What follows belongs to an exercise in optimizing a design on an open flow for small area, a short achievable clock period and few clock cycles; a production flow would make more cautious choices.
At most, simulation tests tie the RTL to the original design; equivalence was not proved.
Function not checked in runs 1 to 4: the RTL went through the layout flow alone.
Power figures rest on the tool's default switching activity, not on a simulated workload.

--- run.sh ---
#!/bin/bash
# synth_recipe.tcl (not shown) runs the flow's synth.tcl, then flattens the netlist and writes it again
# the make line also repeats each setting of config.mk as NAME=value (left out here)
make -C /OpenROAD-flow-scripts/flow DESIGN_CONFIG=/design/flow/config.mk WORK_HOME=/design/flow/orfs CLKGATE_MAP_FILE= SYNTH_SCRIPT=/design/flow/synth_recipe.tcl finish
--- design.v ---
module framecore_tx (
    input  wire        clk,
    input  wire        rst,             
    input  wire        cmd_valid,
    output wire        cmd_ready,
    input  wire [2:0]  cmd_op,
    input  wire [6:0]  cmd_len,
    input  wire        cmd_scheme,      
    input  wire [32:0] cmd_gen,
    input  wire [7:0]  cmd_tag_start,
    input  wire [7:0]  cmd_tag_stop,
    input  wire [7:0]  cmd_tag_esc,
    input  wire        in_valid,
    output wire        in_ready,
    input  wire [7:0]  in_data,
    output wire        out_valid,
    input  wire        out_ready,
    output wire [7:0]  out_data,
    output reg         done,
    output reg  [3:0]  res_result,
    output reg  [3:0]  res_errcode,
    output reg  [31:0] res_rem,
    output reg  [7:0]  res_olen
);
    localparam OP_NOP  = 3'd0;
    localparam OP_CENC = 3'd1;
    localparam OP_CVAL = 3'd2;
    localparam OP_PENC = 3'd3;
    localparam OP_PVAL = 3'd4;
    localparam OP_STUF = 3'd5;
    localparam OP_BLD  = 3'd6;
    localparam ERR_NONE    = 3'd0;
    localparam ERR_ILLOP   = 3'd1;
    localparam ERR_RSVD    = 3'd2;
    localparam ERR_BADLEN  = 3'd3;
    localparam ERR_BADGEN  = 3'd4;
    localparam ERR_BADTAGS = 3'd5;
    localparam IDLE  = 0;
    localparam REJ   = 1;    
    localparam START = 2;    
    localparam PAY   = 3;    
    localparam VTAIL = 4;    
    localparam FIN   = 5;    
    localparam CODE  = 6;    
    localparam STOP  = 7;    
    reg  [7:0]  s;
    reg         o_stuff, o_bld, o_val, o_pval, o_emit, o_crc, o_par;
    reg  [2:0]  errc;
    reg  [6:0]  cnt;         
    reg         last;        
    reg  [31:0] R;           
    reg  [31:0] G;           
    reg  [7:1]  h;           
    reg  [2:0]  k;
    reg  [1:0]  lm1;         
    reg  [1:0]  cl;          
    reg  [7:0]  t_start, t_stop, t_esc;    
    reg  [7:0]  b;           
    reg         bv;          
    reg         pend;        
    reg  [7:0]  olen;
    function [2:0] lzc8(input [7:0] x);
        begin
            casez (x)
                8'b1???????: lzc8 = 3'd0;
                8'b01??????: lzc8 = 3'd1;
                8'b001?????: lzc8 = 3'd2;
                8'b0001????: lzc8 = 3'd3;
                8'b00001???: lzc8 = 3'd4;
                8'b000001??: lzc8 = 3'd5;
                8'b0000001?: lzc8 = 3'd6;
                default:     lzc8 = 3'd7;
            endcase
        end
    endfunction
    function [7:1] recip(input [7:0] gt);
        reg [7:0] hh;
        integer i, j;
        begin
            hh[0] = 1'b1;
            for (i = 1; i < 8; i = i + 1) begin
                hh[i] = 1'b0;
                for (j = 1; j <= i; j = j + 1)
                    hh[i] = hh[i] ^ (gt[8 - j] & hh[i - j]);
            end
            recip = hh[7:1];
        end
    endfunction
    function [31:0] div_byte(input [31:0] r, input [31:0] g, input [7:1] hr,
                             input [1:0] lm, input [7:0] bd, input [7:0] ba);
        reg [7:0]  t, hh, q;
        reg [31:0] w;
        integer i, j;
        begin
            t = r[31:24] ^ bd;
            hh = {hr, 1'b1};
            for (i = 0; i < 8; i = i + 1) begin
                q[i] = 1'b0;
                for (j = i; j < 8; j = j + 1)
                    q[i] = q[i] ^ (t[j] & hh[j - i]);
            end
            w = {r[23:0], 8'd0};
            case (lm)
                2'd0: w[31:24] = ba;
                2'd1: w[23:16] = ba;
                2'd2: w[15:8]  = ba;
                default: w[7:0] = ba;
            endcase
            for (i = 0; i < 8; i = i + 1)
                if (q[i]) w = w ^ (g << i);
            div_byte = w;
        end
    endfunction
    function is_tag(input [7:0] x, input [7:0] s0, input [7:0] s1, input [7:0] s2);
        is_tag = (x == s0) || (x == s1) || (x == s2);
    endfunction
    wire        c_takes_len = (cmd_op >= OP_CENC) && (cmd_op <= OP_BLD);
    wire        c_uses_gen  = (cmd_op == OP_CENC) || (cmd_op == OP_CVAL) ||
                              ((cmd_op == OP_BLD) && !cmd_scheme);
    wire        c_uses_par  = (cmd_op == OP_PENC) || (cmd_op == OP_PVAL) ||
                              ((cmd_op == OP_BLD) && cmd_scheme);
    wire        c_uses_tags = (cmd_op == OP_STUF) || (cmd_op == OP_BLD);
    wire        c_tags_ok   = (cmd_tag_start != cmd_tag_stop) &&
                              (cmd_tag_start != cmd_tag_esc) &&
                              (cmd_tag_stop  != cmd_tag_esc);
    wire        c_gen_ok    = (cmd_gen[32:1] != 32'd0);
    reg  [2:0]  c_err;
    always @(*) begin
        if (cmd_op == 3'd7)                          c_err = ERR_ILLOP;
        else if (!c_takes_len && cmd_len != 7'd0)    c_err = ERR_RSVD;
        else if (c_takes_len && cmd_len > 7'd64)     c_err = ERR_BADLEN;
        else if (c_uses_gen && !c_gen_ok)            c_err = ERR_BADGEN;
        else if (c_uses_tags && !c_tags_ok)          c_err = ERR_BADTAGS;
        else                                         c_err = ERR_NONE;
    end
    wire        c_rej = (c_err != ERR_NONE) || (cmd_op == OP_NOP);
    wire        nz4   = |cmd_gen[32:25];
    wire        nz3   = |cmd_gen[24:17];
    wire        nz2   = |cmd_gen[16:9];
    wire [1:0]  c_lm1 = nz4 ? 2'd3 : nz3 ? 2'd2 : nz2 ? 2'd1 : 2'd0;
    wire [2:0]  c_k   = nz4 ? lzc8(cmd_gen[32:25]) : nz3 ? lzc8(cmd_gen[24:17]) :
                        nz2 ? lzc8(cmd_gen[16:9])  : lzc8(cmd_gen[8:1]);
    reg  [7:0]  code_b;
    always @(*) begin
        case (cl)
            2'd0: code_b = R[7:0];
            2'd1: code_b = R[15:8];
            2'd2: code_b = R[23:16];
            default: code_b = R[31:24];
        endcase
    end
    wire        code_rdy = s[CODE] && !bv;
    wire [7:0]  cand   = s[CODE] ? code_b : in_data;
    wire        esc    = o_emit && is_tag(cand, t_start, t_stop, t_esc);
    reg         o_valid;
    reg  [7:0]  o_data;
    always @(*) begin
        if (pend) begin
            o_valid = 1'b1;
            o_data  = b;
        end else begin
            o_valid = s[START] || s[STOP] || code_rdy || (s[PAY] && o_emit && in_valid);
            if (s[START])     o_data = t_start;
            else if (s[STOP]) o_data = t_stop;
            else if (esc)     o_data = t_esc;
            else              o_data = cand;
        end
    end
    assign out_valid = o_valid;
    assign out_data  = o_data;
    wire        send      = o_valid && out_ready;
    wire        take      = s[PAY] && in_valid && !pend && (!o_emit || out_ready);
    assign      in_ready  = s[PAY] && !pend && (!o_emit || out_ready);
    wire        code_send = code_rdy && !pend && out_ready;
    wire        lastc     = (cl == ~lm1);
    wire        stash     = esc && ((take && o_emit) || code_send);
    wire        fin = s[REJ] ||
                      (s[FIN] && !bv && (!pend || out_ready)) ||
                      (take && last && o_stuff && !esc) ||
                      (code_send && lastc && !o_bld) ||
                      (s[STOP] && !pend && out_ready);
    assign cmd_ready = s[IDLE] || fin;
    wire        acc    = cmd_valid && cmd_ready;
    wire [4:0]  sh      = {~lm1, k};                  
    wire [31:0] gs      = G << sh;                    
    wire        vt_step = s[VTAIL] && !bv;
    wire [2:0]  m       = 3'd0 - k;                   
    wire [7:0]  fcur    = vt_step ? 8'd0 : t_start;
    wire [15:0] fpair   = {t_stop, fcur};
    wire [7:0]  fbyte   = fpair >> m;                 
    wire [31:0] r_div   = div_byte(R, gs, h, lm1, b, o_val ? fbyte : 8'd0);
    always @(*) begin
        done        = fin;
        res_errcode = {1'b0, errc};
        if (errc != ERR_NONE)
            res_result = 4'd6;
        else if ((o_val && R != 32'd0) || (o_pval && R[24]))
            res_result = 4'd5;
        else
            res_result = 4'd0;
        res_rem  = R >> sh;
        res_olen = olen;
    end
    always @(posedge clk) begin
        h <= recip(gs[31:24]);
        if (rst) begin
            s    <= 8'd1 << IDLE;
            pend <= 1'b0;
            bv   <= 1'b0;
            R    <= 32'd0;
            olen <= 8'd0;
        end else begin
            if (send && !fin) olen <= olen + 8'd1;
            if (pend && out_ready) pend <= 1'b0;
            if (stash) pend <= 1'b1;
            if (take || stash) b <= o_val ? 8'd0 : cand;
            if (bv || vt_step) R <= r_div;
            if ((bv || vt_step) && o_val) t_stop <= t_start;
            bv <= take && o_crc;
            if (take && o_par) R[24] <= R[24] ^ (^in_data);
            if (take && o_val) t_start <= in_data;
            if (take) begin
                cnt  <= cnt - 7'd1;
                last <= (cnt == 7'd2);
            end
            if (code_send) cl <= cl - 2'd1;
            if (s[START] && !pend && out_ready) begin
                s[START] <= 1'b0;
                if (cnt != 7'd0) s[PAY] <= 1'b1; else s[CODE] <= 1'b1;
            end
            if (take && last) begin
                s[PAY] <= 1'b0;
                if (o_val) begin
                    if (m != 3'd0) s[VTAIL] <= 1'b1; else s[FIN] <= 1'b1;
                end else if (o_pval || (o_stuff && esc))
                    s[FIN] <= 1'b1;
                else if (!o_stuff)
                    s[CODE] <= 1'b1;
            end
            if (vt_step) begin
                s[VTAIL] <= 1'b0;
                s[FIN]   <= 1'b1;
            end
            if (code_send && lastc) begin
                s[CODE] <= 1'b0;
                if (o_bld) s[STOP] <= 1'b1;
            end
            if (fin) s <= 8'd1 << IDLE;
            if (acc) begin
                o_stuff  <= (cmd_op == OP_STUF);
                o_bld    <= (cmd_op == OP_BLD);
                o_val    <= (cmd_op == OP_CVAL);
                o_pval   <= (cmd_op == OP_PVAL);
                o_emit   <= c_uses_tags;
                o_crc    <= c_uses_gen;
                o_par    <= c_uses_par;
                errc     <= c_err;
                cnt      <= cmd_len;
                last     <= (cmd_len == 7'd1);
                t_start  <= cmd_tag_start;
                t_stop   <= (cmd_op == OP_CVAL) ? 8'd0 : cmd_tag_stop;
                t_esc    <= cmd_tag_esc;
                cl       <= 2'd3;
                if (c_rej)
                    s <= 8'd1 << REJ;
                else begin
                    olen <= {7'd0, c_uses_tags && (cmd_op == OP_BLD || cmd_len != 7'd0) ||
                                   cmd_op == OP_CENC || cmd_op == OP_PENC};
                    if (c_uses_gen) begin
                        G   <= cmd_gen[31:0];
                        k   <= c_k;
                        lm1 <= c_lm1;
                    end
                    if (c_uses_par) begin
                        k   <= 3'd0;
                        lm1 <= 2'd0;
                    end
                    if (c_uses_gen || c_uses_par) R <= 32'd0;
                    if (cmd_op == OP_BLD)
                        s <= 8'd1 << START;
                    else if (cmd_len != 7'd0)
                        s <= 8'd1 << PAY;
                    else if (cmd_op == OP_CENC || cmd_op == OP_PENC)
                        s <= 8'd1 << CODE;
                    else
                        s <= 8'd1 << FIN;
                end
            end
        end
    end
endmodule
--- config.mk ---
export PLATFORM = sky130hd
export DESIGN_NAME = framecore_tx
export DESIGN_NICKNAME = framecore_tx
export VERILOG_FILES = /design/flow/design.v
export SDC_FILE = /design/flow/constraint.sdc
export NUM_CORES = 4
export LEC_CHECK = 0
export CAP_MARGIN = 20
export CORE_MARGIN = 2
export CORE_UTILIZATION = 40
export SETUP_SLACK_MARGIN = 1.0
export SLEW_MARGIN = 20
--- constraint.sdc ---
create_clock -name core_clock -period 5.0 [get_ports {clk}]
set_input_delay 1.0000 -clock core_clock [delete_from_list [all_inputs] [get_ports {clk}]]
set_output_delay 1.0000 -clock core_clock [all_outputs]
set_load 0.01 [all_outputs]
==> results of run 1 <==
worst reg2reg max path: stages (launching register included):
cell	delay, ns
edfxtp_1	0.51
inv_2	0.16
ha_4	0.22
a21oi_2	0.09
a221oi_2	0.33
a21oi_1	0.10
buf_4	0.18
xor2_1	0.14
nand4_1	0.14
nor3_2	0.08
o31ai_1	0.73
o311ai_4	0.49
buf_12	0.31
a21oi_1	0.15
buf_4	0.22
cells by family (layout without fill, tap and decap cells):
family	after synthesis	in the layout	synth area share
AOI/OAI and AO/OA	341	341	0.148
other	1	2	0.000245
buffers and inverters	159	330	0.0479
muxes	143	143	0.136
xor gates and xnor gates	342	342	0.211
adders and majority gates	13	13	0.0106
DFF	146	146	0.250
and+or+nand+nor	713	713	0.197
cells in the mapped netlist (6+ instances only):
library cell	instances	share of area
a211o_1	7	0.0040
a211oi_1	47	0.023
a211oi_2	7	0.0057
a21oi_1	95	0.031
a22oi_1	12	0.0059
a31oi_1	9	0.0037
and2_1	16	0.0065
buf_1	7	0.0017
buf_2	25	0.0082
buf_6	11	0.0081
clkbuf_1	65	0.016
dfxtp_1	57	0.075
edfxtp_1	89	0.17
ha_1	13	0.011
inv_1	41	0.010
mux2_2	26	0.019
mux2i_1	67	0.044
mux4_2	48	0.071
nand2_1	268	0.066
nand2b_1	6	0.0025
nand3_1	25	0.0082
nand4_1	8	0.0033
nor2_1	293	0.072
nor2b_1	12	0.0049
nor3_1	29	0.0095
nor4_1	19	0.0078
o211ai_1	14	0.0069
o21ai_0	69	0.023
o22ai_1	27	0.011
or2_2	7	0.0029
xnor2_1	216	0.12
xnor3_1	10	0.015
xor2_1	105	0.060
power by group:
group / internal [mW] / total, mW / switching (mW)
Sequential: 1.32 / 1.38 / 0.0517
Clock: 0.707 / 1.27 / 0.565
Combinational: 0.682 / 1.55 / 0.870
stage by stage:
stage	hold WS [ns]	worst slack (ns)	cell area, um^2	instances	total power [mW]
2_1_floorplan	0.477	1.01	15300	1859	2.44
6_report	0.532	0.436	18700	2541	4.20
3_5_place_dp	0.522	-0.0398	17400	2473	2.88
5_1_grt	0.568	0.361	18700	2541	4.36
4_1_cts	0.540	0.582	18300	2527	4.15
3_3_place_gp	0.499	0.00614	17400	2473	2.86
final timing paths:
path	end	cells past startpoint
setup / recovery	out_data[6]	16
hold / removal	olen[7]$_SDFF_PP0_	2
setup reg to reg	t_stop[7]$_DFFE_PP_	14
hold reg to reg	olen[7]$_SDFF_PP0_	2
area by class of cell:
cell class | count | area, um^2
clock buffers | 20 | 447
clock inverters | 12 | 121
fillers | 3646 | 18900
inverters | 44 | 166
multi-input cells | 1554 | 11100
flip-flops and latches | 146 | 3810
well taps | 511 | 639
repair buffers | 254 | 2410
metal layers:
layer | vias up | global-route usage
met2 | 610 | 0.397
met3 | 99 | 0.0344
li1 | 6817 | -
met1 | 6851 | 0.387
met5 | - | 0
met4 | 0 | 0.110
timing repair:
item,CTS,global route
pin swaps,19,16
endpoints found under the setup margin,140,157
gates cloned,1,2
resized for setup,87,48
endpoints found under the hold margin,0,0
buffers inserted,21,12
layout by cell type, fill, tap and decap left out, types with 9 or more instances in the layout:
cell / netlist / layout
a211oi_1: 47 / 33
a211oi_2: 7 / 21
a21oi_1: 95 / 91
and2_1: 16 / 16
buf_2: 25 / 10
buf_4: 5 / 98
clkbuf_16: 0 / 19
clkdlybuf4s50_1: 0 / 121
dfxtp_1: 57 / 57
edfxtp_1: 89 / 89
ha_1: 13 / 9
inv_1: 41 / 39
mux2_2: 26 / 26
mux2i_1: 67 / 65
mux4_2: 48 / 48
nand2_1: 268 / 264
nand3_1: 25 / 24
nor2_1: 293 / 290
nor2b_1: 12 / 11
nor3_1: 29 / 26
nor4_1: 19 / 18
o211ai_1: 14 / 14
o21ai_0: 69 / 64
o22ai_1: 27 / 27
xnor2_1: 216 / 210
xnor2_2: 4 / 10
xnor3_1: 10 / 10
xor2_1: 105 / 105
flip-flops by register name (all words and copies together), names as in the netlist, 7 cells and up:
register,count
G,32
R,32
b,8
olen,8
s,8
t_esc,8
t_start,8
t_stop,8
cnt,7
h,7
==> results.tsv, run 1 <==
metric	value	unit
kind of cell adding the most delay to the critical path	buffers and inverters	
HP Class	reg -> reg	
maximum root-to-sink buffer count	2	
H-tree Lvls	4	
CP Class	reg -> out	
hold wc startpoint	olen[7]$_SDFF_PP0_	
Util after Layout	0.497	
Detail Placement HPWL	40.4	mm
Mapped Cells	1858	
crit path time final	4.56	ns
io pins	141	
ys flop type	edfxtp_1	
Skew-Pair Late Insertion Delay	0.46	ns
first-pass GRT wire length	80.0	mm
Leak	6.90	nW
vias	14400	
initial core utilization	0.406	
Clock transition at path regs	0.07	ns
peak supply drop	0.286	mV
nets@finish	2111	
Critical Path RT	4.00	ns
CTS tree	done	
CP startpoint kind	register	
Area Growth Syn to Fin	22.5	%
# DRC	0	
crit path launch	cl[0]$_SDFFCE_PP1P_	
TritonCTS buffer count	17	
# rows	71	
root buffer cell	clkbuf_16	
fmax	0.219	GHz
Antenna diodes	0	
Pwr Density	224	nW/um^2
Slew Viols, Final	0	
Crit path largest cell delay	0.50	ns
number of global-route vias before repair	13300	
WL met2	23.3	mm
Die Span X	199	um
CP max stage cell	edfxtp_1	
Post-synth EDFFs	89	
MaxCap Viol Count	0	
initial DRC count	1234	
YS warnings	1	
crit path cell chain	inv_2 -> ha_4 -> buf_6 -> a22oi_2 -> a31oi_2 -> buf_4 -> xnor2_2 -> nand4_1 -> nor4_4 -> o31ai_4 -> buf_6 -> buf_6 -> nand2_1 -> o21ai_0 -> a21oi_1 -> buf_2	
routed vias/inst	5.66	
metal3 WL	3.98	mm
DRT Wirelength	53.6	mm
Met1 Wirelength	24.4	mm
drt first pass iters	5	
Post-CTS Hold Buffers	0	
Period Utilization, post-route	0.913	
Crit path top cell by count	buf_6	
Crit Path Max Fanout	5	
clk_skew	0.0176	ns
Wirelength per Cell	21.1	um
#FFs+latches synth	146	
Yosys cell types	81	
Fin. Hold Viols	0	
Die Footprint	39800	um^2
GRT Total Usage	0.266	
status	complete, no violations	
Seq/Total Area, Yosys	0.250	
Crit path buffers/inverters	6	
Worst-Margin Slew	1.11	ns
GRT overflow	0	
max layer used	met4	
core area	37700	um^2
FF-to-FF setup slack	0.86	ns
RSZ-0062 raised after global routing	yes	
Clock Sinks	146	
crit end category	output pin	
Async SR Flop Fraction	0	
R2R Path Start	cl[0]$_SDFFCE_PP1P_	
Fin Setup TNS	0	ns
PortBufs	138	
largest net degree at the start of global routing	63	
die height	199	um
syn avg cell area	8.23	um^2
Worst slew margin	0.248	
Final setup viols	0	
DRT antenna net count	0	
layout cells sized above 1	0.164	
mapped cell area	15300	um^2
WP data arrival	3.56	ns
GPL Wtd Cong	0.968	
initial antenna violation count	0	
==> inputs of run 2 (changes only) <==
--- a/config.mk
+++ b/config.mk
@@ -9,4 +9,3 @@
 export CORE_MARGIN = 2
 export CORE_UTILIZATION = 40
-export SETUP_SLACK_MARGIN = 1.0
 export SLEW_MARGIN = 20
==> results.tsv, run 2 <==
metric	value	unit	change
nets@finish	2068		was 2,111
Util after Layout	0.478		was 0.497
core area	37700	um^2	unchanged
Skew-Pair Late Insertion Delay	0.45	ns	was 0.46 ns
CP startpoint kind	input pin		was register
clk_skew	0.0165	ns	was 0.0176 ns
Clock Sinks	146		unchanged
Period Utilization, post-route	0.980		was 0.913
R2R Path Start	k[2]$_SDFFCE_PP0P_		was cl[0]$_SDFFCE_PP1P_
ys flop type	edfxtp_1		unchanged
Post-CTS Hold Buffers	0		unchanged
Leak	6.51	nW	was 6.90 nW
mapped cell area	15300	um^2	unchanged
Pwr Density	232	nW/um^2	was 224 nW/um^2
Mapped Cells	1858		unchanged
TritonCTS buffer count	17		unchanged
#FFs+latches synth	146		unchanged
CP max stage cell	clkdlybuf4s50_1		was edfxtp_1
Crit Path Max Fanout	16		was 5
die height	199	um	unchanged
DRT antenna net count	0		unchanged
Wirelength per Cell	20.6	um	was 21.1 um
worst hold slack	0.528	ns	was 0.532 ns
vias	14000		was 14,400
routed vias/inst	5.62		was 5.66
Hold Crit Endpoint	olen[7]$_SDFF_PP0_		unchanged
Die Span X	199	um	unchanged
GPL Wtd Cong	0.952		was 0.968
MaxCap Viol Count	0		unchanged
hold wc startpoint	olen[7]$_SDFF_PP0_		unchanged
syn avg cell area	8.23	um^2	unchanged
GRT overflow	0		unchanged
Area Growth Syn to Fin	17.7	%	was 22.5%
most common cell after layout, fill and taps aside	nor2_1		unchanged
Synth area leader	edfxtp_1		unchanged
GRT Total Usage	0.261		was 0.266
largest net degree at the start of global routing	65		was 63
CP Class	in -> out		was reg -> out
Clock transition at path regs	0.07	ns	about the same
WP data arrival	3.90	ns	was 3.56 ns
Post-Layout Cell Count	2498		was 2,541
drt first pass iters	6		was 5
HP Class	reg -> reg		unchanged
peak supply drop	0.251	mV	was 0.286 mV
commonest cells in the netlist	nor2_1 (293), nand2_1 (268), xnor2_1 (216), xor2_1 (105), a21oi_1 (95)		unchanged
Final setup viols	0		unchanged
FF-to-FF setup slack	0.59	ns	was 0.86 ns
Worst-Margin Slew	1.05	ns	was 1.11 ns
FF-to-FF End	R[24]$_SDFF_PP0_		was t_stop[7]$_DFFE_PP_
Worst slew margin	0.298		was 0.248
DP Area	17300	um^2	was 17,400 um^2
Antenna diodes	0		unchanged
Worst Reg-to-Reg Cells	11		was 14
Fin. Hold Viols	0		unchanged
crit path cell chain	clkdlybuf4s50_1 -> o22ai_1 -> a31oi_2 -> xnor2_1 -> nand4_1 -> nor4_2 -> o31ai_2 -> buf_12 -> nand2_1 -> o2111ai_1 -> a21oi_1 -> clkdlybuf4s50_1		was inv_2 -> ha_4 -> buf_6 -> a22oi_2 -> a31oi_2 -> buf_4 -> xnor2_2 -> nand4_1 -> nor4_4 -> o31ai_4 -> buf_6 -> buf_6 -> nand2_1 -> o21ai_0 -> a21oi_1 -> buf_2
maximum root-to-sink buffer count	2		unchanged
Crit path largest cell delay	0.57	ns	was 0.50 ns
hold path depth	2		unchanged
Seq/Total Area, Yosys	0.250		unchanged
Async SR Flop Fraction	0		unchanged
crit end category	output pin		unchanged
Yosys top cell area share	0.175		unchanged
YS warnings	1		unchanged
CTS tree	done		unchanged
Detail Placement HPWL	39.6	mm	was 40.4 mm
number of global-route vias before repair	13100		was 13,300
commonest non-fill, non-tap cells in the layout	nor2_1 (293), nand2_1 (268), xnor2_1 (216)		was nor2_1 (290), nand2_1 (264), xnor2_1 (210)
root buffer cell	clkbuf_16		unchanged
first-pass GRT wire length	78.6	mm	was 80.0 mm
Area contributors post-synth	edfxtp_1 (17%), xnor2_1 (12%), dfxtp_1 (7.5%)		unchanged
Slew Viols, Final	0		unchanged
io pins	141		unchanged
top flop regs	G (32), R (32)		unchanged
Fin Setup TNS	0	ns	unchanged
DRT Wirelength	51.5	mm	was 53.6 mm
top-count cell post-synth	nor2_1		unchanged
Critical Path RT	4.00	ns	about the same
layout cells sized above 1	0.119		was 0.164
fmax	0.204	GHz	was 0.219 GHz
Post-synth EDFFs	89		unchanged
H-tree Lvls	4		unchanged
Yosys cell types	81		unchanged
PortBufs	138		unchanged
initial DRC count	1343		was 1,234
status	complete, no violations		unchanged
placed insts	2463		was 2,473
Crit path top cell by count	clkdlybuf4s50_1		was buf_6
Die Footprint	39800	um^2	unchanged
crit path launch	in_data[1]		was cl[0]$_SDFFCE_PP1P_
initial core utilization	0.406		unchanged
# DRC	0		unchanged
# rows	71		unchanged
initial antenna violation count	0		unchanged
crit path time final	4.90	ns	was 4.56 ns
design area	18000	um^2	was 18,700 um^2
==> run 2: changes by cell type in the layout (fill, tap and decap cells not counted), moves of 10 or more <==
cell / delta
buf_4: -27
clkdlybuf4s50_1: +17
a211oi_1: +14
a211oi_2: -14
buf_2: -10
==> run 2: layer usage <==
metal	up-vias	wire, um	global-route usage
met5	-	0	0
li1	6715	-	-
met3	61	4490	0.0495
met1	6663	23100	0.376
met4	0	1040	0.0708
met2	601	22900	0.399
==> run 2: cell families (layout without fill, tap and decap cells) <==
family,Yosys count,in the layout,synth area share
AO/OA/AOI/OAI,341,341,0.148
XOR/XNOR,342,342,0.211
adder cells (fa/ha/maj),13,13,0.0106
buffers and inverters,159,287,0.0479
flip-flops,146,146,0.250
multiplexers,143,143,0.136
other,1,2,0.000245
AND/OR/NAND/NOR,713,713,0.197
==> run 2: per-stage QoR <==
step / power [mW] / setup slack, ns
after detailed placement: 2.87 / 0.0759
after global placement: 2.85 / 0.0947
after global routing: 4.34 / -0.0956
final: 4.17 / 0.102
after CTS: 4.16 / 0.0282
after floorplan: 2.44 / 0.525
==> run 2: what timing repair did <==
action,4_1_cts,5_1_grt
setup buffers,0,3
setup endpoints to repair,0,9
gates resized for setup,0,12
==> run 2: layout make-up <==
class	instances	area [um^2]
fillers	3715	19700
multi-input cells	1554	10800
flip-flops and latches	146	3810
repair buffers	211	1950
well taps	511	639
clock buffers	17	425
inverters	44	165
clock inverters	15	164
==> run 2: how the worst max path moves through the flow <==
| stage | cells past startpoint | slack [ns] | to |
|---|---|---|---|
| after floorplan | 9 | 0.53 | G[0]$_DFFE_PP_ |
| after global placement | 12 | 0.09 | out_data[4] |
| after detailed placement | 12 | 0.08 | out_data[4] |
| after CTS | 13 | 0.03 | out_data[4] |
| after global routing | 12 | -0.1 | out_data[4] |
| final | 12 | 0.10 | out_data[4] |
==> run 2: power breakdown <==
part	total [mW]	switching (mW)	internal (mW)
combinational	1.50	0.837	0.660
clock	1.29	0.621	0.672
sequential	1.38	0.0531	1.32
total	4.17	1.51	2.65
==> run 2: worst max-delay path: cells and delay by family <==
kind | cells | cell delay, ns
AOI/OAI and AO/OA | 5 | 0.83
buffers and inverters | 3 | 1.31
and+or+nand+nor | 3 | 0.61
xor gates and xnor gates | 1 | 0.14
==> inputs of run 3 (changes only) <==
--- a/design.v
+++ b/design.v
@@ -54,5 +54,7 @@
     reg  [2:0]  k;
     reg  [1:0]  lm1;         
-    reg  [1:0]  cl;          
+    reg  [3:0]  ln;          
+    reg  [1:0]  cr;          
+    reg         lastc;       
     reg  [7:0]  t_start, t_stop, t_esc;    
     reg  [7:0]  b;           
@@ -141,44 +143,33 @@
     wire [2:0]  c_k   = nz4 ? lzc8(cmd_gen[32:25]) : nz3 ? lzc8(cmd_gen[24:17]) :
                         nz2 ? lzc8(cmd_gen[16:9])  : lzc8(cmd_gen[8:1]);
-    reg  [7:0]  code_b;
+    wire [7:0]  code_b = ({8{ln[3]}} & R[31:24]) | ({8{ln[2]}} & R[23:16]) |
+                         ({8{ln[1]}} & R[15:8])  | ({8{ln[0]}} & R[7:0]);
+    wire        code_rdy = s[CODE] && !bv;
+    wire        esc_i  = is_tag(in_data, t_start, t_stop, t_esc);    
+    wire        esc_c  = o_emit && is_tag(code_b, t_start, t_stop, t_esc);
+    wire        sel_i  = s[PAY] && !pend;
+    reg  [7:0]  o_reg;
     always @(*) begin
-        case (cl)
-            2'd0: code_b = R[7:0];
-            2'd1: code_b = R[15:8];
-            2'd2: code_b = R[23:16];
-            default: code_b = R[31:24];
-        endcase
-    end
-    wire        code_rdy = s[CODE] && !bv;
-    wire [7:0]  cand   = s[CODE] ? code_b : in_data;
-    wire        esc    = o_emit && is_tag(cand, t_start, t_stop, t_esc);
-    reg         o_valid;
-    reg  [7:0]  o_data;
-    always @(*) begin
-        if (pend) begin
-            o_valid = 1'b1;
-            o_data  = b;
-        end else begin
-            o_valid = s[START] || s[STOP] || code_rdy || (s[PAY] && o_emit && in_valid);
-            if (s[START])     o_data = t_start;
-            else if (s[STOP]) o_data = t_stop;
-            else if (esc)     o_data = t_esc;
-            else              o_data = cand;
-        end
-    end
-    assign out_valid = o_valid;
-    assign out_data  = o_data;
-    wire        send      = o_valid && out_ready;
+        if (pend)         o_reg = b;
+        else if (s[START]) o_reg = t_start;
+        else if (s[STOP])  o_reg = t_stop;
+        else if (esc_c)    o_reg = t_esc;
+        else               o_reg = code_b;
+    end
+    assign out_data  = sel_i ? (esc_i ? t_esc : in_data) : o_reg;
+    assign out_valid = pend || s[START] || s[STOP] || code_rdy ||
+                       (s[PAY] && o_emit && in_valid);
+    wire        send      = out_valid && out_ready;
     wire        take      = s[PAY] && in_valid && !pend && (!o_emit || out_ready);
     assign      in_ready  = s[PAY] && !pend && (!o_emit || out_ready);
     wire        code_send = code_rdy && !pend && out_ready;
-    wire        lastc     = (cl == ~lm1);
-    wire        stash     = esc && ((take && o_emit) || code_send);
+    wire        stash     = (take && o_emit && esc_i) || (code_send && esc_c);
     wire        fin = s[REJ] ||
                       (s[FIN] && !bv && (!pend || out_ready)) ||
-                      (take && last && o_stuff && !esc) ||
+                      (take && last && o_stuff && !esc_i) ||
                       (code_send && lastc && !o_bld) ||
                       (s[STOP] && !pend && out_ready);
     assign cmd_ready = s[IDLE] || fin;
+    wire        g_free = !o_crc || !(s[PAY] || s[START] || s[VTAIL] || bv);
     wire        acc    = cmd_valid && cmd_ready;
     wire [4:0]  sh      = {~lm1, k};                  
@@ -214,5 +205,6 @@
             if (pend && out_ready) pend <= 1'b0;
             if (stash) pend <= 1'b1;
-            if (take || stash) b <= o_val ? 8'd0 : cand;
+            if (take)           b <= o_val ? 8'd0 : in_data;
+            else if (stash)     b <= code_b;
             if (bv || vt_step) R <= r_div;
             if ((bv || vt_step) && o_val) t_stop <= t_start;
@@ -224,5 +216,9 @@
                 last <= (cnt == 7'd2);
             end
-            if (code_send) cl <= cl - 2'd1;
+            if (code_send) begin
+                ln    <= ln >> 1;
+                cr    <= cr - 2'd1;
+                lastc <= (cr == 2'd1);
+            end
             if (s[START] && !pend && out_ready) begin
                 s[START] <= 1'b0;
@@ -233,5 +229,5 @@
                 if (o_val) begin
                     if (m != 3'd0) s[VTAIL] <= 1'b1; else s[FIN] <= 1'b1;
-                end else if (o_pval || (o_stuff && esc))
+                end else if (o_pval || (o_stuff && esc_i))
                     s[FIN] <= 1'b1;
                 else if (!o_stuff)
@@ -247,4 +243,5 @@
             end
             if (fin) s <= 8'd1 << IDLE;
+            if (cmd_valid && g_free) G <= cmd_gen[31:0];
             if (acc) begin
                 o_stuff  <= (cmd_op == OP_STUF);
@@ -261,5 +258,7 @@
                 t_stop   <= (cmd_op == OP_CVAL) ? 8'd0 : cmd_tag_stop;
                 t_esc    <= cmd_tag_esc;
-                cl       <= 2'd3;
+                ln       <= 4'b1000;
+                cr       <= c_uses_gen ? c_lm1 : 2'd0;
+                lastc    <= !c_uses_gen || (c_lm1 == 2'd0);
                 if (c_rej)
                     s <= 8'd1 << REJ;
@@ -268,5 +267,4 @@
                                    cmd_op == OP_CENC || cmd_op == OP_PENC};
                     if (c_uses_gen) begin
-                        G   <= cmd_gen[31:0];
                         k   <= c_k;
                         lm1 <= c_lm1;
==> results.tsv, run 3 <==
metric	value	unit	change
status	complete, no violations		unchanged
Area contributors post-synth	edfxtp_1 (17%), xnor2_1 (10%), dfxtp_1 (7.0%)		was edfxtp_1 (17%), xnor2_1 (12%), dfxtp_1 (7.5%)
layout cells sized above 1	0.130		was 0.119
Post-CTS Hold Buffers	0		unchanged
Crit Path Max Fanout	9		was 16
initial antenna violation count	0		unchanged
Async SR Flop Fraction	0		unchanged
Yosys cell types	92		was 81
PortBufs	138		unchanged
fmax	0.209	GHz	was 0.204 GHz
Slew Viols, Final	0		unchanged
Comb power frac	0.407		was 0.359
Sw Ratio	0.363		about the same
Skew-Pair Late Insertion Delay	0.45	ns	about the same
WP data arrival	3.79	ns	was 3.90 ns
mapped cell area	16400	um^2	was 15,300 um^2
CTS tree	done		unchanged
Die Footprint	42600	um^2	was 39,800 um^2
DRT Wirelength	59.9	mm	was 51.5 mm
Critical Path RT	4.00	ns	about the same
HP Class	reg -> reg		unchanged
Most Crowded Layer GR	met2		unchanged
number of global-route vias before repair	14500		was 13,100
Mapped Cells	1948		was 1,858
routed vias/inst	5.95		was 5.62
Fin. Hold Viols	0		unchanged
commonest cells in the netlist	nor2_1 (292), nand2_1 (231), xnor2_1 (195), a21oi_1 (117), edfxtp_1 (94)		was nor2_1 (293), nand2_1 (268), xnor2_1 (216), xor2_1 (105), a21oi_1 (95)
most common cell after layout, fill and taps aside	nor2_1		unchanged
MaxCap Viol Count	0		unchanged
clk_skew	0.0176	ns	was 0.0165 ns
Final setup viols	0		unchanged
peak supply drop	0.271	mV	was 0.251 mV
GPL Wtd Cong	0.960		was 0.952
worst hold slack	0.527	ns	was 0.528 ns
Worst-Margin Slew	1.07	ns	was 1.05 ns
GRT Total Usage	0.282		was 0.261
initial DRC count	1813		was 1,343
Seq pwr share	0.309		was 0.330
maximum root-to-sink buffer count	2		unchanged
Die Span X	206	um	was 199 um
Worst slew margin	0.284		was 0.298
# DRC	0		unchanged
DRT antenna net count	0		unchanged
initial core utilization	0.403		was 0.406
crit end category	output pin		unchanged
Clock transition at path regs	0.06	ns	was 0.07 ns
first-pass GRT wire length	90.3	mm	was 78.6 mm
Seq/Total Area, Yosys	0.242		was 0.250
Fin Setup TNS	0	ns	unchanged
ys flop type	edfxtp_1		unchanged
Detail Placement HPWL	45.6	mm	was 39.6 mm
crit path time final	4.79	ns	was 4.90 ns
Synth area leader	edfxtp_1		unchanged
syn avg cell area	8.41	um^2	was 8.23 um^2
core area	40600	um^2	was 37,700 um^2
drt first pass iters	6		unchanged
Wirelength per Cell	23.0	um	was 20.6 um
commonest non-fill, non-tap cells in the layout	nor2_1 (292), nand2_1 (231), xnor2_1 (194)		was nor2_1 (293), nand2_1 (268), xnor2_1 (216)
root buffer cell	clkbuf_16		unchanged
Antenna diodes	0		unchanged
CP Class	reg -> out		was in -> out
YS warnings	1		unchanged
die height	206	um	was 199 um
Yosys top cell area share	0.172		was 0.175
Period Utilization, post-route	0.959		was 0.980
CP startpoint kind	register		was input pin
RSZ-0062 raised after global routing	no		
clock share of power	0.284		was 0.310
largest net degree at the start of global routing	78		was 65
GRT overflow	0		unchanged
io pins	141		unchanged
#FFs+latches synth	151		was 146
Area Growth Syn to Fin	17.0	%	was 17.7%
vias	15500		was 14,000
sw power	1.73	mW	was 1.51 mW
Post-synth EDFFs	94		was 89
Pwr Density	248	nW/um^2	was 232 nW/um^2
GR Util met2	0.430		was 0.399
met3 Track Usage GR	0.0492		was 0.0495
Int Pwr	3.03	mW	was 2.65 mW
Leak	7.09	nW	was 6.51 nW
top flop regs	G (32), R (32)		unchanged
# rows	74		was 71
top-count cell post-synth	nor2_1		unchanged
routing usage on met1	0.397		was 0.376
Clock Sinks	151		was 146
TritonCTS buffer count	17		unchanged
H-tree Lvls	4		unchanged
nets@finish	2154		was 2,068
run 3: cell families after synthesis:
logic type | Yosys count | synth area share
other | 1 | 0.000229
adders and majority gates | 10 | 0.00764
DFF | 151 | 0.242
and+or+nand+nor | 767 | 0.214
muxes | 165 | 0.142
xor gates and xnor gates | 315 | 0.198
AOI/OAI and AO/OA | 369 | 0.148
buffers and inverters | 170 | 0.0490
run 3: final cells by class:
class,count,area [um^2]
well taps,532,666
flip-flops and latches,151,3960
clock buffers,22,507
fillers,3927,21500
inverters,40,150
multi-input cells,1628,11700
repair buffers,225,2050
clock inverters,10,103
run 3: repair_timing:
action / 4_1_cts / 5_1_grt
endpoints found under the setup margin: 2 / 8
pin swaps: 0 / 6
resized for setup: 1 / 16
buffers inserted: 0 / 3
run 3: path summary, 6_finish.rpt:
path / start / end / slack (ns) / depth (start not counted)
worst min-delay path: olen[7]$_SDFF_PP0_ / olen[7]$_SDFF_PP0_ / 0.53 / 2
worst max-delay path: ln[3]$_SDFFCE_PP1P_ / out_data[6] / 0.21 / 11
worst max register to register: k[2]$_SDFFCE_PP0P_ / h[7]$_DFF_P_ / 0.81 / 13
worst min register to register: olen[7]$_SDFF_PP0_ / olen[7]$_SDFF_PP0_ / 0.53 / 2
run 3: routing by layer:
| metal | vias to the layer above | share of wire |
|---|---|---|
| li1 | 7165 | - |
| met1 | 7449 | 0.43 |
| met2 | 766 | 0.44 |
| met3 | 128 | 0.092 |
| met4 | 0 | 0.034 |
| met5 | - | 0 |
run 3: through the flow:
| stage | cell area [um^2] | util | setup WS (ns) | instances | total power, mW |
|---|---|---|---|---|---|
| floorplan | 16400 | - | 1.08 | 1949 | 2.79 |
| global placement | 18400 | 0.454 | 0.329 | 2572 | 3.37 |
| detailed placement | 18400 | 0.454 | 0.317 | 2572 | 3.38 |
| CTS | 19100 | 0.469 | 0.00702 | 2604 | 4.72 |
| global route | 19200 | 0.472 | 0.00240 | 2608 | 4.93 |
| finish | 19200 | 0.472 | 0.207 | 2608 | 4.76 |
run 3: worst max-delay path: stages (launching register included):
cell and delay, ns:
edfxtp_1 0.58, a22oi_2 0.43, and3_1 0.22, nor4_1 0.05
and4_1 0.20, o31ai_1 0.26, buf_4 0.26, mux2i_1 0.22
o21ai_0 0.10, a221oi_1 0.44, a21oi_1 0.07, clkdlybuf4s50_1 0.50
run 3: power groups by stage:
stage | Clock (mW) | Combinational (mW) | Sequential [mW]
after floorplan | 0 | 1.34 | 1.45
after global placement | 0 | 1.88 | 1.49
after detailed placement | 0 | 1.89 | 1.49
after CTS | 1.36 | 1.90 | 1.47
after global routing | 1.40 | 2.05 | 1.48
final | 1.35 | 1.94 | 1.47
==> inputs of run 4 (changes only) <==
--- a/config.mk
+++ b/config.mk
@@ -9,3 +9,4 @@
 export CORE_MARGIN = 2
 export CORE_UTILIZATION = 40
+export SETUP_SLACK_MARGIN = 1.0
 export SLEW_MARGIN = 20
==> results.tsv, run 4 <==
metric	value	unit	change
Die Span X	206	um	unchanged
Crit Path Max Fanout	8		was 9
Area Growth Syn to Fin	20.4	%	was 17.0%
top flop regs	G (32), R (32)		unchanged
peak supply drop	0.268	mV	was 0.271 mV
Antenna diodes	0		unchanged
Final setup viols	0		unchanged
kind of cell adding the most delay to the critical path	compound AO/OA/AOI/OAI gates		unchanged
Wirelength per Cell	23.3	um	was 23.0 um
layout cells sized above 1	0.164		was 0.130
Period Utilization, post-route	0.862		was 0.959
Die Footprint	42600	um^2	unchanged
DRT Wirelength	61.7	mm	was 59.9 mm
H-tree Lvls	4		unchanged
Yosys top cell area share	0.172		unchanged
Synth area leader	edfxtp_1		unchanged
maximum root-to-sink buffer count	2		unchanged
initial core utilization	0.403		unchanged
Mapped Cells	1948		unchanged
# DRC	0		unchanged
root buffer cell	clkbuf_16		unchanged
number of global-route vias before repair	14900		was 14,500
Leak	7.46	nW	was 7.09 nW
Sw Ratio	0.363		about the same
Seq pwr share	0.308		was 0.309
status	complete, no violations		unchanged
Crit path buffers/inverters	5		was 2
DRT antenna net count	0		unchanged
Area contributors post-synth	edfxtp_1 (17%), xnor2_1 (10%), dfxtp_1 (7.0%)		unchanged
Worst Reg-to-Reg Cells	15		was 13
largest net degree at the start of global routing	58		was 78
# rows	74		unchanged
Critical Path RT	4.00	ns	about the same
GRT overflow	0		unchanged
crit end category	output pin		unchanged
routed vias/inst	5.95		about the same
Util after Layout	0.485		was 0.472
Fin. Hold Viols	0		unchanged
vias	15700		was 15,500
hold path depth	2		unchanged
TritonCTS buffer count	17		unchanged
clock share of power	0.282		was 0.284
drt first pass iters	6		unchanged
Worst-Margin Slew	1.09	ns	was 1.07 ns
CP max stage cell	edfxtp_1		unchanged
mapped cell area	16400	um^2	unchanged
FF-to-FF setup slack	1.12	ns	was 0.81 ns
PortBufs	138		unchanged
HP Class	reg -> reg		unchanged
MaxCap Viol Count	0		unchanged
fmax	0.232	GHz	was 0.209 GHz
syn avg cell area	8.41	um^2	unchanged
Post-CTS Hold Buffers	0		unchanged
Async SR Flop Fraction	0		unchanged
initial antenna violation count	0		unchanged
initial DRC count	1897		was 1,813
Comb power frac	0.410		was 0.407
FF-to-FF End	h[7]$_DFF_P_		unchanged
Clock transition at path regs	0.06	ns	about the same
Hold Crit Endpoint	olen[7]$_SDFF_PP0_		unchanged
GRT Total Usage	0.288		was 0.282
top-count cell post-synth	nor2_1		unchanged
RSZ-0062 raised after global routing	yes		was no
WP data arrival	3.31	ns	was 3.79 ns
Worst slew margin	0.270		was 0.284
R2R Path Start	k[1]$_SDFFCE_PP0P_		was k[2]$_SDFFCE_PP0P_
Seq/Total Area, Yosys	0.242		unchanged
Crit path largest cell delay	0.44	ns	was 0.58 ns
crit path time final	4.31	ns	was 4.79 ns
most common cell after layout, fill and taps aside	nor2_1		unchanged
CTS tree	done		unchanged
CP Class	reg -> out		unchanged
Post-synth EDFFs	94		unchanged
nets@finish	2193		was 2,154
#FFs+latches synth	151		unchanged
hold wc startpoint	olen[7]$_SDFF_PP0_		unchanged
Int Pwr	3.04	mW	was 3.03 mW
crit path cell chain	buf_12 -> a22oi_2 -> buf_4 -> and3_4 -> nor4_4 -> and4_4 -> o31ai_4 -> buf_6 -> buf_6 -> mux2i_1 -> o21ai_1 -> a221oi_2 -> a21oi_1 -> buf_2		was a22oi_2 -> and3_1 -> nor4_1 -> and4_1 -> o31ai_1 -> buf_4 -> mux2i_1 -> o21ai_0 -> a221oi_1 -> a21oi_1 -> clkdlybuf4s50_1
Detail Placement HPWL	45.6	mm	unchanged
Crit path top cell by count	buf_6		
sw power	1.73	mW	about the same
Pwr Density	242	nW/um^2	was 248 nW/um^2
GPL Wtd Cong	0.960		unchanged
commonest cells in the netlist	nor2_1 (292), nand2_1 (231), xnor2_1 (195), a21oi_1 (117), edfxtp_1 (94)		unchanged
Fin Setup TNS	0	ns	unchanged
Slew Viols, Final	0		unchanged
CP startpoint kind	register		unchanged
commonest non-fill, non-tap cells in the layout	nor2_1 (292), nand2_1 (230), xnor2_1 (193)		was nor2_1 (292), nand2_1 (231), xnor2_1 (194)
ys flop type	edfxtp_1		unchanged
first-pass GRT wire length	92.3	mm	was 90.3 mm
die height	206	um	unchanged
YS warnings	1		unchanged
Yosys cell types	92		unchanged
core area	40600	um^2	unchanged
clk_skew	0.0149	ns	was 0.0176 ns
io pins	141		unchanged
Clock Sinks	151		unchanged
Skew-Pair Late Insertion Delay	0.45	ns	about the same
[run 4: changes by cell type in the layout (fill, tap and decap cells not counted), moves of 3 or more]
cell             delta
clkdlybuf4s50_1    -23
a221oi_1            -7
o21ai_0            -13
buf_6               +7
a21oi_1             -6
o21ai_1            +13
a21oi_2             +6
a221oi_2            +7
buf_4              +26
buf_2               +8
dlymetal6s2s_1      +5
mux2i_1             -3
dlygate4sd2_1       +9
mux2i_2             +3
[run 4: metrics by stage]
step           cells  hold slack, ns  setup WS [ns]  instance area [um^2]  power (mW)
6_report        2647           0.525          0.692                 19700        4.77
5_1_grt         2647           0.560          0.507                 19700        4.94
4_1_cts         2641           0.532          0.791                 19500        4.73
3_5_place_dp    2572           0.512          0.317                 18400        3.38
3_3_place_gp    2572           0.506          0.329                 18400        3.37
2_1_floorplan   1949           0.478           1.08                 16400        2.79
[run 4: kinds of logic (layout without fill, tap and decap cells)]
family          Yosys count  after routing  share of synthesized area
compound gates          369            369                      0.148
xor+xnor                315            315                      0.198
fa+ha+maj                10             10                    0.00764
buf+inv                 170            336                     0.0490
flops                   151            151                      0.242
mux                     165            165                      0.142
other cells               1              2                   0.000229
simple gates            767            767                      0.214
[run 4: what timing repair did]
item	CTS	global route
gates cloned	3	1
setup endpoints to repair	41	44
pin swaps	28	14
setup buffers	34	4
gates resized for setup	91	38
[run 4: power groups by stage]
stage | logic, mW | registers [mW] | clock network (mW)
after floorplan | 1.34 | 1.45 | 0
after global placement | 1.88 | 1.49 | 0
after detailed placement | 1.89 | 1.49 | 0
after CTS | 1.91 | 1.47 | 1.36
after global routing | 2.07 | 1.48 | 1.40
final | 1.95 | 1.47 | 1.35
[run 4: worst reg2reg max path, delay by kind of cell (launching register included)]
kind / cells / cell delay [ns]
AOI/OAI and AO/OA: 2 / 0.29
xor gates and xnor gates: 3 / 0.52
adders and majority gates: 2 / 0.47
buffers and inverters: 3 / 0.61
DFF: 1 / 0.36
muxes: 2 / 0.99
and+or+nand+nor: 3 / 0.53
[run 4: final cells by class]
type / instances / area [um^2]
multi-input combinational: 1628 / 11900
tap: 532 / 666
fill: 3907 / 20900
inverter: 40 / 153
sequential: 151 / 3960
clock buffer: 22 / 507
timing repair buffer: 264 / 2430
clock inverter: 10 / 103
[run 4: worst max path at each step]
stage / start / end / slack, ns / cells past startpoint
detailed placement: in_data[7] / out_data[3] / 0.32 / 8
CTS: ln[1]$_SDFFCE_PP0P_ / out_data[2] / 0.79 / 14
global placement: in_data[7] / out_data[6] / 0.33 / 8
global route: ln[1]$_SDFFCE_PP0P_ / out_data[0] / 0.51 / 14
finish: ln[1]$_SDFFCE_PP0P_ / out_data[1] / 0.69 / 14
floorplan: k[0]$_SDFFCE_PP0P_ / R[7]$_SDFF_PP0_ / 1.08 / 16
[run 4: per-layer routing]
metal	wire [um]	up-vias	share of wire	global-route usage
met5	0	-	0	0
met4	2260	0	0.037	0.116
met3	5930	139	0.096	0.0527
met2	27400	790	0.44	0.439
met1	26100	7576	0.42	0.402
li1	-	7244	-	-
==> inputs of run 5 (changes only) <==
--- a/design.v
+++ b/design.v
@@ -57,4 +57,6 @@
     reg  [1:0]  cr;          
     reg         lastc;       
+    reg         cdone;       
+    reg         besc;        
     reg  [7:0]  t_start, t_stop, t_esc;    
     reg  [7:0]  b;           
@@ -145,5 +147,4 @@
     wire [7:0]  code_b = ({8{ln[3]}} & R[31:24]) | ({8{ln[2]}} & R[23:16]) |
                          ({8{ln[1]}} & R[15:8])  | ({8{ln[0]}} & R[7:0]);
-    wire        code_rdy = s[CODE] && !bv;
     wire        esc_i  = is_tag(in_data, t_start, t_stop, t_esc);    
     wire        esc_c  = o_emit && is_tag(code_b, t_start, t_stop, t_esc);
@@ -151,22 +152,21 @@
     reg  [7:0]  o_reg;
     always @(*) begin
-        if (pend)         o_reg = b;
+        if (pend)          o_reg = besc ? t_esc : b;
         else if (s[START]) o_reg = t_start;
-        else if (s[STOP])  o_reg = t_stop;
-        else if (esc_c)    o_reg = t_esc;
-        else               o_reg = code_b;
+        else               o_reg = t_stop;
     end
     assign out_data  = sel_i ? (esc_i ? t_esc : in_data) : o_reg;
-    assign out_valid = pend || s[START] || s[STOP] || code_rdy ||
-                       (s[PAY] && o_emit && in_valid);
+    assign out_valid = pend || s[START] || s[STOP] || (s[PAY] && o_emit && in_valid);
     wire        send      = out_valid && out_ready;
     wire        take      = s[PAY] && in_valid && !pend && (!o_emit || out_ready);
     assign      in_ready  = s[PAY] && !pend && (!o_emit || out_ready);
-    wire        code_send = code_rdy && !pend && out_ready;
-    wire        stash     = (take && o_emit && esc_i) || (code_send && esc_c);
+    wire        b_free    = !pend || (out_ready && !besc);    
+    wire        cload     = s[CODE] && !bv && !cdone && b_free;
+    wire        code_end  = s[CODE] && cdone && pend && !besc && out_ready;
+    wire        stash     = take && o_emit && esc_i;
     wire        fin = s[REJ] ||
                       (s[FIN] && !bv && (!pend || out_ready)) ||
                       (take && last && o_stuff && !esc_i) ||
-                      (code_send && lastc && !o_bld) ||
+                      (code_end && !o_bld) ||
                       (s[STOP] && !pend && out_ready);
     assign cmd_ready = s[IDLE] || fin;
@@ -198,4 +198,5 @@
             s    <= 8'd1 << IDLE;
             pend <= 1'b0;
+            besc <= 1'b0;
             bv   <= 1'b0;
             R    <= 32'd0;
@@ -203,8 +204,15 @@
         end else begin
             if (send && !fin) olen <= olen + 8'd1;
-            if (pend && out_ready) pend <= 1'b0;
+            if (pend && out_ready) begin
+                if (besc) besc <= 1'b0; else pend <= 1'b0;
+            end
             if (stash) pend <= 1'b1;
-            if (take)           b <= o_val ? 8'd0 : in_data;
-            else if (stash)     b <= code_b;
+            if (take) b <= o_val ? 8'd0 : in_data;
+            if (cload) begin
+                b     <= code_b;
+                besc  <= esc_c;
+                pend  <= 1'b1;
+                cdone <= lastc;
+            end
             if (bv || vt_step) R <= r_div;
             if ((bv || vt_step) && o_val) t_stop <= t_start;
@@ -216,5 +224,5 @@
                 last <= (cnt == 7'd2);
             end
-            if (code_send) begin
+            if (cload) begin
                 ln    <= ln >> 1;
                 cr    <= cr - 2'd1;
@@ -238,5 +246,5 @@
                 s[FIN]   <= 1'b1;
             end
-            if (code_send && lastc) begin
+            if (code_end) begin
                 s[CODE] <= 1'b0;
                 if (o_bld) s[STOP] <= 1'b1;
@@ -261,4 +269,5 @@
                 cr       <= c_uses_gen ? c_lm1 : 2'd0;
                 lastc    <= !c_uses_gen || (c_lm1 == 2'd0);
+                cdone    <= 1'b0;
                 if (c_rej)
                     s <= 8'd1 << REJ;
==> flow/run.sh (new file) <==
#!/bin/bash
set -euo pipefail
export BUFFER_PORTS_ARGS="-buffer_cell sky130_fd_sc_hd__buf_2"
bash standard.sh > standard_flow.log 2>&1
==> standard.sh (new file) <==
#!/bin/bash
# synth_recipe.tcl (not shown) runs the flow's synth.tcl, then flattens the netlist and writes it again
# the make line also repeats each setting of config.mk as NAME=value (left out here)
make -C /OpenROAD-flow-scripts/flow DESIGN_CONFIG=/design/flow/config.mk WORK_HOME=/design/flow/orfs CLKGATE_MAP_FILE= SYNTH_SCRIPT=/design/flow/synth_recipe.tcl "${@:-finish}"
--- a/config.mk
+++ b/config.mk
@@ -9,4 +9,4 @@
 export CORE_MARGIN = 2
 export CORE_UTILIZATION = 40
-export SETUP_SLACK_MARGIN = 1.0
+export SETUP_SLACK_MARGIN = 1.5
 export SLEW_MARGIN = 20
removed: run.sh
==> results.tsv, run 5 <==
metric	value	unit	change
status	complete, no violations		unchanged
Detail Placement HPWL	39.9	mm	was 45.6 mm
Mapped Cells	1927		was 1,948
top flop regs	G (32), R (32)		unchanged
Die Span X	204	um	was 206 um
Wirelength per Cell	21.4	um	was 23.3 um
CP Class	in -> out		was reg -> out
DRT antenna net count	0		unchanged
PortBufs	138		unchanged
Clock Sinks	153		was 151
H-tree Lvls	4		unchanged
Final setup viols	0		unchanged
Yosys top cell area share	0.179		was 0.172
CTS tree	done		unchanged
commonest non-fill, non-tap cells in the layout	nor2_1 (342), xnor2_1 (246), nand2_1 (205)		was nor2_1 (292), nand2_1 (230), xnor2_1 (193)
first-pass GRT wire length	84.1	mm	was 92.3 mm
Fin Setup TNS	0	ns	unchanged
Period Utilization, post-route	0.777		was 0.862
top-count cell post-synth	nor2_1		unchanged
largest net degree at the start of global routing	57		was 58
sw power	1.76	mW	was 1.73 mW
Worst Reg-to-Reg Cells	14		was 15
CP startpoint kind	input pin		was register
Post-Layout Cell Count	2606		was 2,647
routing usage on met1	0.380		was 0.402
Clock transition at path regs	0.06	ns	about the same
crit path time final	3.89	ns	was 4.31 ns
worst hold slack	0.519	ns	was 0.525 ns
# rows	73		was 74
Area Growth Syn to Fin	21.5	%	was 20.4%
Async SR Flop Fraction	0		unchanged
Synth area leader	edfxtp_1		unchanged
Slew Viols, Final	0		unchanged
kind of cell adding the most delay to the critical path	simple AND/OR/NAND/NOR gates		was compound AO/OA/AOI/OAI gates
Worst slew margin	0.281		was 0.270
mapped cell area	15900	um^2	was 16,400 um^2
Int Pwr	2.94	mW	was 3.04 mW
Area contributors post-synth	edfxtp_1 (18%), xnor2_1 (14%), nor2_1 (8.2%)		was edfxtp_1 (17%), xnor2_1 (10%), dfxtp_1 (7.0%)
Comb power frac	0.417		was 0.410
# DRC	0		unchanged
TritonCTS buffer count	17		unchanged
Worst-Margin Slew	1.07	ns	was 1.09 ns
met3 Track Usage GR	0.0412		was 0.0527
routed vias/inst	5.82		was 5.95
ys flop type	edfxtp_1		unchanged
peak supply drop	0.265	mV	was 0.268 mV
Crit path largest cell delay	0.40	ns	was 0.44 ns
crit path cell chain	buf_12 -> xor2_1 -> nor4_2 -> nand2_1 -> o211ai_1 -> buf_4 -> mux2_4 -> a211oi_2 -> a21oi_2 -> buf_2		was buf_12 -> a22oi_2 -> buf_4 -> and3_4 -> nor4_4 -> and4_4 -> o31ai_4 -> buf_6 -> buf_6 -> mux2i_1 -> o21ai_1 -> a221oi_2 -> a21oi_1 -> buf_2
Seq/Total Area, Yosys	0.252		was 0.242
clock share of power	0.265		was 0.282
#FFs+latches synth	153		was 151
DRT Wirelength	55.8	mm	was 61.7 mm
commonest cells in the netlist	nor2_1 (350), xnor2_1 (257), nand2_1 (211), edfxtp_1 (95), clkbuf_1 (90)		was nor2_1 (292), nand2_1 (231), xnor2_1 (195), a21oi_1 (117), edfxtp_1 (94)
maximum root-to-sink buffer count	2		unchanged
YS warnings	1		unchanged
Pwr Density	243	nW/um^2	was 242 nW/um^2
multi-input logic area	11900	um^2	about the same
placed insts	2500		was 2,572
Antenna diodes	0		unchanged
initial DRC count	1616		was 1,897
Util after Layout	0.489		was 0.485
io pins	141		unchanged
core area	39500	um^2	was 40,600 um^2
Sw Ratio	0.375		was 0.363
most common cell after layout, fill and taps aside	nor2_1		unchanged
total design power	4.70	mW	was 4.77 mW
fmax	0.257	GHz	was 0.232 GHz
# fillers	3741		was 3,907
design area	19400	um^2	was 19,700 um^2
Post-synth EDFFs	95		was 94
root buffer cell	clkbuf_16		unchanged
HP Class	reg -> reg		unchanged
Critical Path RT	4.00	ns	about the same
hold path depth	2		unchanged
GRT Total Usage	0.260		was 0.288
Die Footprint	41400	um^2	was 42,600 um^2
final critical-path setup slack	1.11	ns	was 0.692 ns
vias	15200		was 15,700
clk_skew	0.0190	ns	was 0.0149 ns
Skew-Pair Late Insertion Delay	0.45	ns	about the same
GPL Wtd Cong	0.957		was 0.960
nets@finish	2158		was 2,193
Crit Path Max Fanout	6		was 8
Register Area	4020	um^2	was 3960 um^2
Most Crowded Layer GR	met2		unchanged
drt first pass iters	5		was 6
DP Worst Slack	0.805	ns	was 0.317 ns
Yosys cell types	84		was 92
DP Area	17300	um^2	was 18,400 um^2
RSZ-0062 raised after global routing	yes		unchanged
die height	204	um	was 206 um
layout cells sized above 1	0.252		was 0.164
crit end category	output pin		unchanged
Leak	7.32	nW	was 7.46 nW
CP Depth	10		was 14
CP max stage cell	nor4_2		was edfxtp_1
GR Util met2	0.395		was 0.439
initial antenna violation count	0		unchanged
number of global-route vias before repair	14200		was 14,900
syn avg cell area	8.27	um^2	was 8.41 um^2
MaxCap Viol Count	0		unchanged
Fin. Hold Viols	0		unchanged
GRT overflow	0		unchanged
initial core utilization	0.403		about the same
WP data arrival	2.89	ns	was 3.31 ns
Crit path buffers/inverters	3		was 5
Seq pwr share	0.317		was 0.308
[run 5: cell types whose count changed after synthesis, sizes merged, moves of 21 or more]
cell / before / now
xnor2: 198 / 259
nor2: 300 / 353
a21oi: 118 / 87
and3: 32 / 3
clkbuf: 70 / 91
nand2: 233 / 212
[run 5: cell type report]
type | instances | area share
multi-input cells | 1604 | 0.616
inverters | 33 | 0.00731
clock buffers | 18 | 0.0222
repair buffers | 259 | 0.107
well taps | 525 | 0.0339
flip-flops and latches | 153 | 0.208
clock inverters | 14 | 0.00595
[run 5: worst reg2reg max path: stages, from the launching register on]
cell and delay [ns]:
edfxtp_1 0.39, buf_6 0.12, buf_4 0.10, clkinvlp_4 0.11, buf_4 0.17, buf_4 0.17
or3_1 0.42, o211ai_1 0.17, nand3_1 0.39, nor2_1 0.25, xor2_1 0.25, xnor2_2 0.12
xnor2_2 0.23, xnor2_1 0.13, a211oi_1 0.36
[run 5: path summary, 6_finish.rpt]
kind / to / slack [ns] / start
worst max register to register: R[17]$_SDFF_PP0_ / 1.50 / k[0]$_SDFFCE_PP0P_
worst max-delay path: out_data[6] / 1.11 / in_data[5]
worst min register to register: olen[7]$_SDFF_PP0_ / 0.52 / olen[7]$_SDFF_PP0_
worst min-delay path: olen[7]$_SDFF_PP0_ / 0.52 / olen[7]$_SDFF_PP0_
[run 5: power groups by stage]
stage | clock (mW) | sequential [mW] | combinational [mW]
after floorplan | 0 | 1.47 | 1.35
after global placement | 0 | 1.51 | 1.79
after detailed placement | 0 | 1.51 | 1.80
after CTS | 1.26 | 1.49 | 1.84
after global routing | 1.31 | 1.50 | 2.09
final | 1.25 | 1.49 | 1.96
[run 5: logic make-up after synthesis]
group | after synthesis | synth area share
and+or+nand+nor | 741 | 0.200
xor gates and xnor gates | 359 | 0.213
AOI/OAI and AO/OA | 325 | 0.136
buffers and inverters | 171 | 0.0471
muxes | 168 | 0.145
DFF | 153 | 0.252
adders and majority gates | 9 | 0.00707
other | 1 | 0.000235
[run 5: repair_timing]
action	CTS	global route
resized for setup	64	128
endpoints found under the setup margin	87	85
hold buffers	0	0
pin swaps	9	30
cloned	4	7
setup buffers	22	41
[run 5: layer usage]
| metal | routed length (um) | share of wire |
|---|---|---|
| met4 | 1550 | 0.028 |
| met5 | 0 | 0 |
| met3 | 4680 | 0.084 |
| met1 | 24800 | 0.44 |
| met2 | 24800 | 0.44 |
Testbench counts of run 5, summed over its fixed seeds: cycles 11,828.
==> inputs of run 6 (changes only) <==
--- a/design.v
+++ b/design.v
@@ -156,5 +156,7 @@
         else               o_reg = t_stop;
     end
-    assign out_data  = sel_i ? (esc_i ? t_esc : in_data) : o_reg;
+    wire [7:0]  o_esc  = sel_i ? t_esc   : o_reg;
+    wire [7:0]  o_pass = sel_i ? in_data : o_reg;
+    assign out_data  = esc_i ? o_esc : o_pass;
     assign out_valid = pend || s[START] || s[STOP] || (s[PAY] && o_emit && in_valid);
     wire        send      = out_valid && out_ready;
@@ -174,5 +176,5 @@
     wire        acc    = cmd_valid && cmd_ready;
     wire [4:0]  sh      = {~lm1, k};                  
-    wire [31:0] gs      = G << sh;                    
+    wire [31:0] gs      = G;
     wire        vt_step = s[VTAIL] && !bv;
     wire [2:0]  m       = 3'd0 - k;                   
@@ -251,5 +253,5 @@
             end
             if (fin) s <= 8'd1 << IDLE;
-            if (cmd_valid && g_free) G <= cmd_gen[31:0];
+            if (cmd_valid && g_free) G <= cmd_gen[31:0] << {~c_lm1, c_k};
             if (acc) begin
                 o_stuff  <= (cmd_op == OP_STUF);
--- a/config.mk
+++ b/config.mk
@@ -9,4 +9,4 @@
 export CORE_MARGIN = 2
 export CORE_UTILIZATION = 40
-export SETUP_SLACK_MARGIN = 1.5
+export SETUP_SLACK_MARGIN = 1.25
 export SLEW_MARGIN = 20
==> results.tsv, run 6 <==
metric	value	unit	change
status	complete, no violations		unchanged
peak supply drop	0.312	mV	was 0.265 mV
PortBufs	138		unchanged
top flop regs	G (32), R (32)		unchanged
area share of and/or/nand/nor cells after synthesis	0.192		was 0.200
post-synthesis mux area share	0.141		was 0.145
CP startpoint kind	input pin		unchanged
routed vias/inst	5.75		was 5.82
initial core utilization	0.403		about the same
Crit path top cell by count	buf_6		
Clock transition at path regs	0.08	ns	was 0.06 ns
DRT Wirelength	52.2	mm	was 55.8 mm
fmax	0.268	GHz	was 0.257 GHz
Mapped Cells	1937		was 1,927
Area Growth Syn to Fin	12.4	%	was 21.5%
io pins	141		unchanged
maximum root-to-sink buffer count	2		unchanged
ys flop type	edfxtp_1		unchanged
mapped cell area	15900	um^2	about the same
Detail Placement HPWL	38.5	mm	was 39.9 mm
#FFs+latches synth	153		unchanged
Slew Viols, Final	0		unchanged
RSZ-0062 raised after global routing	yes		unchanged
Register Area	4020	um^2	about the same
die height	203	um	was 204 um
GRT overflow	0		unchanged
# fillers	3959		was 3,741
CTS tree	done		unchanged
drt first pass iters	7		was 5
number of global-route vias before repair	13300		was 14,200
largest net degree at the start of global routing	57		unchanged
Pwr Density	293	nW/um^2	was 243 nW/um^2
Post-synth EDFFs	95		unchanged
Synth Area in Compound Gates	0.144		was 0.136
Yosys top cell area share	0.180		was 0.179
Synth area leader	edfxtp_1		unchanged
vias	14500		was 15,200
Util after Layout	0.453		was 0.489
CP Class	in -> out		unchanged
layout cells sized above 1	0.166		was 0.252
MaxCap Viol Count	0		unchanged
Crit Path Max Fanout	7		was 6
TritonCTS buffer count	17		unchanged
H-tree Lvls	4		unchanged
commonest non-fill, non-tap cells in the layout	nand2_1 (362), xnor2_1 (221), nor2_1 (141)		was nor2_1 (342), xnor2_1 (246), nand2_1 (205)
crit path time final	3.73	ns	was 3.89 ns
Area contributors post-synth	edfxtp_1 (18%), xnor2_1 (12%), nand2_1 (8.6%)		was edfxtp_1 (18%), xnor2_1 (14%), nor2_1 (8.2%)
Leak	7.08	nW	was 7.32 nW
# DRC	0		unchanged
Antenna diodes	0		unchanged
Yosys cell types	73		was 84
first-pass GRT wire length	79.5	mm	was 84.1 mm
worst hold slack	0.500	ns	was 0.519 ns
commonest cells in the netlist	nand2_1 (363), xnor2_1 (223), nor2_1 (142), mux2i_1 (135), clkbuf_1 (103)		was nor2_1 (350), xnor2_1 (257), nand2_1 (211), edfxtp_1 (95), clkbuf_1 (90)
YS warnings	1		unchanged
Die Span X	203	um	was 204 um
root buffer cell	clkbuf_16		unchanged
Die Footprint	41300	um^2	was 41,400 um^2
adder-cell area share of the yosys netlist	0.00709		was 0.00707
Post-CTS Hold Buffers	0		unchanged
GRT Total Usage	0.246		was 0.260
Skew-Pair Late Insertion Delay	0.44	ns	was 0.45 ns
Final setup viols	0		unchanged
crit end category	output pin		unchanged
# rows	73		unchanged
WP data arrival	2.73	ns	was 2.89 ns
Synth Area in XOR/XNOR	0.206		was 0.213
Wirelength per Cell	20.7	um	was 21.4 um
Seq/Total Area, Yosys	0.253		was 0.252
most common cell after layout, fill and taps aside	nand2_1		was nor2_1
top-count cell post-synth	nand2_1		was nor2_1
## run 6: logic make-up (layout without fill, tap and decap cells)
family | after synthesis | after routing
xor gates and xnor gates | 326 | 326
adders and majority gates | 9 | 9
muxes | 189 | 189
other | 1 | 2
buffers and inverters | 208 | 268
AOI/OAI and AO/OA | 351 | 351
DFF | 153 | 153
and+or+nand+nor | 700 | 700
## run 6: where the power goes
part	internal, mW	switching (mW)
registers	1.42	0.122
clock network	0.699	0.626
logic	1.13	1.24
total	3.24	1.99
## run 6: worst paths after layout
path,from,to,slack [ns],cells after the start
worst max-delay path,in_data[3],out_data[2],1.27,10
worst min register to register,olen[7]$_SDFF_PP0_,olen[7]$_SDFF_PP0_,0.50,2
worst min-delay path,olen[7]$_SDFF_PP0_,olen[7]$_SDFF_PP0_,0.50,2
worst max register to register,k[0]$_SDFFCE_PP0P_,R[24]$_SDFF_PP0_,1.33,10
## run 6: per-layer routing
layer / GRT usage / part of all wire
met5: 0 / 0.00025
met2: 0.386 / 0.45
met4: 0.0675 / 0.025
met1: 0.353 / 0.44
met3: 0.0363 / 0.078
## run 6: stage by stage
step	cell area, um^2	instances	power [mW]	worst slack (ns)
2_1_floorplan	15900	1938	3.32	1.21
4_1_cts	17600	2514	5.19	1.15
6_report	17900	2523	5.23	1.27
3_3_place_gp	16900	2480	3.83	0.742
5_1_grt	17900	2523	5.48	1.12
3_5_place_dp	16900	2480	3.86	0.706
## run 6: what timing repair did
item                                    CTS  global route
endpoints found under the setup margin   46            75
gates resized for setup                  20            52
buffers inserted                          1             7
pin swaps                                 2            11
gates cloned                              1             2
## run 6: worst min-delay path: stages (launching register included)
cell      delay, ns
dfxtp_1        0.32
o21ai_0        0.06
a21boi_0       0.07
## run 6: layout make-up
class | instances | share of cell area
repair buffers | 190 | 0.0668
flip-flops and latches | 153 | 0.225
inverters | 45 | 0.00974
repair inverters | 1 | 0.000280
well taps | 525 | 0.0368
clock buffers | 18 | 0.0252
multi-input cells | 1577 | 0.629
clock inverters | 14 | 0.00791
Testbench counts of run 6, summed over its fixed seeds: cycles 11,828.

Check on run 6: ideal ports give 1.273 ns setup slack; a clkbuf_16 on the clock port and buf_2 on the inputs give 1.238 ns; moving port delays by the midpoint clock arrival (0.486 ns) as well gives 0.900 ns.
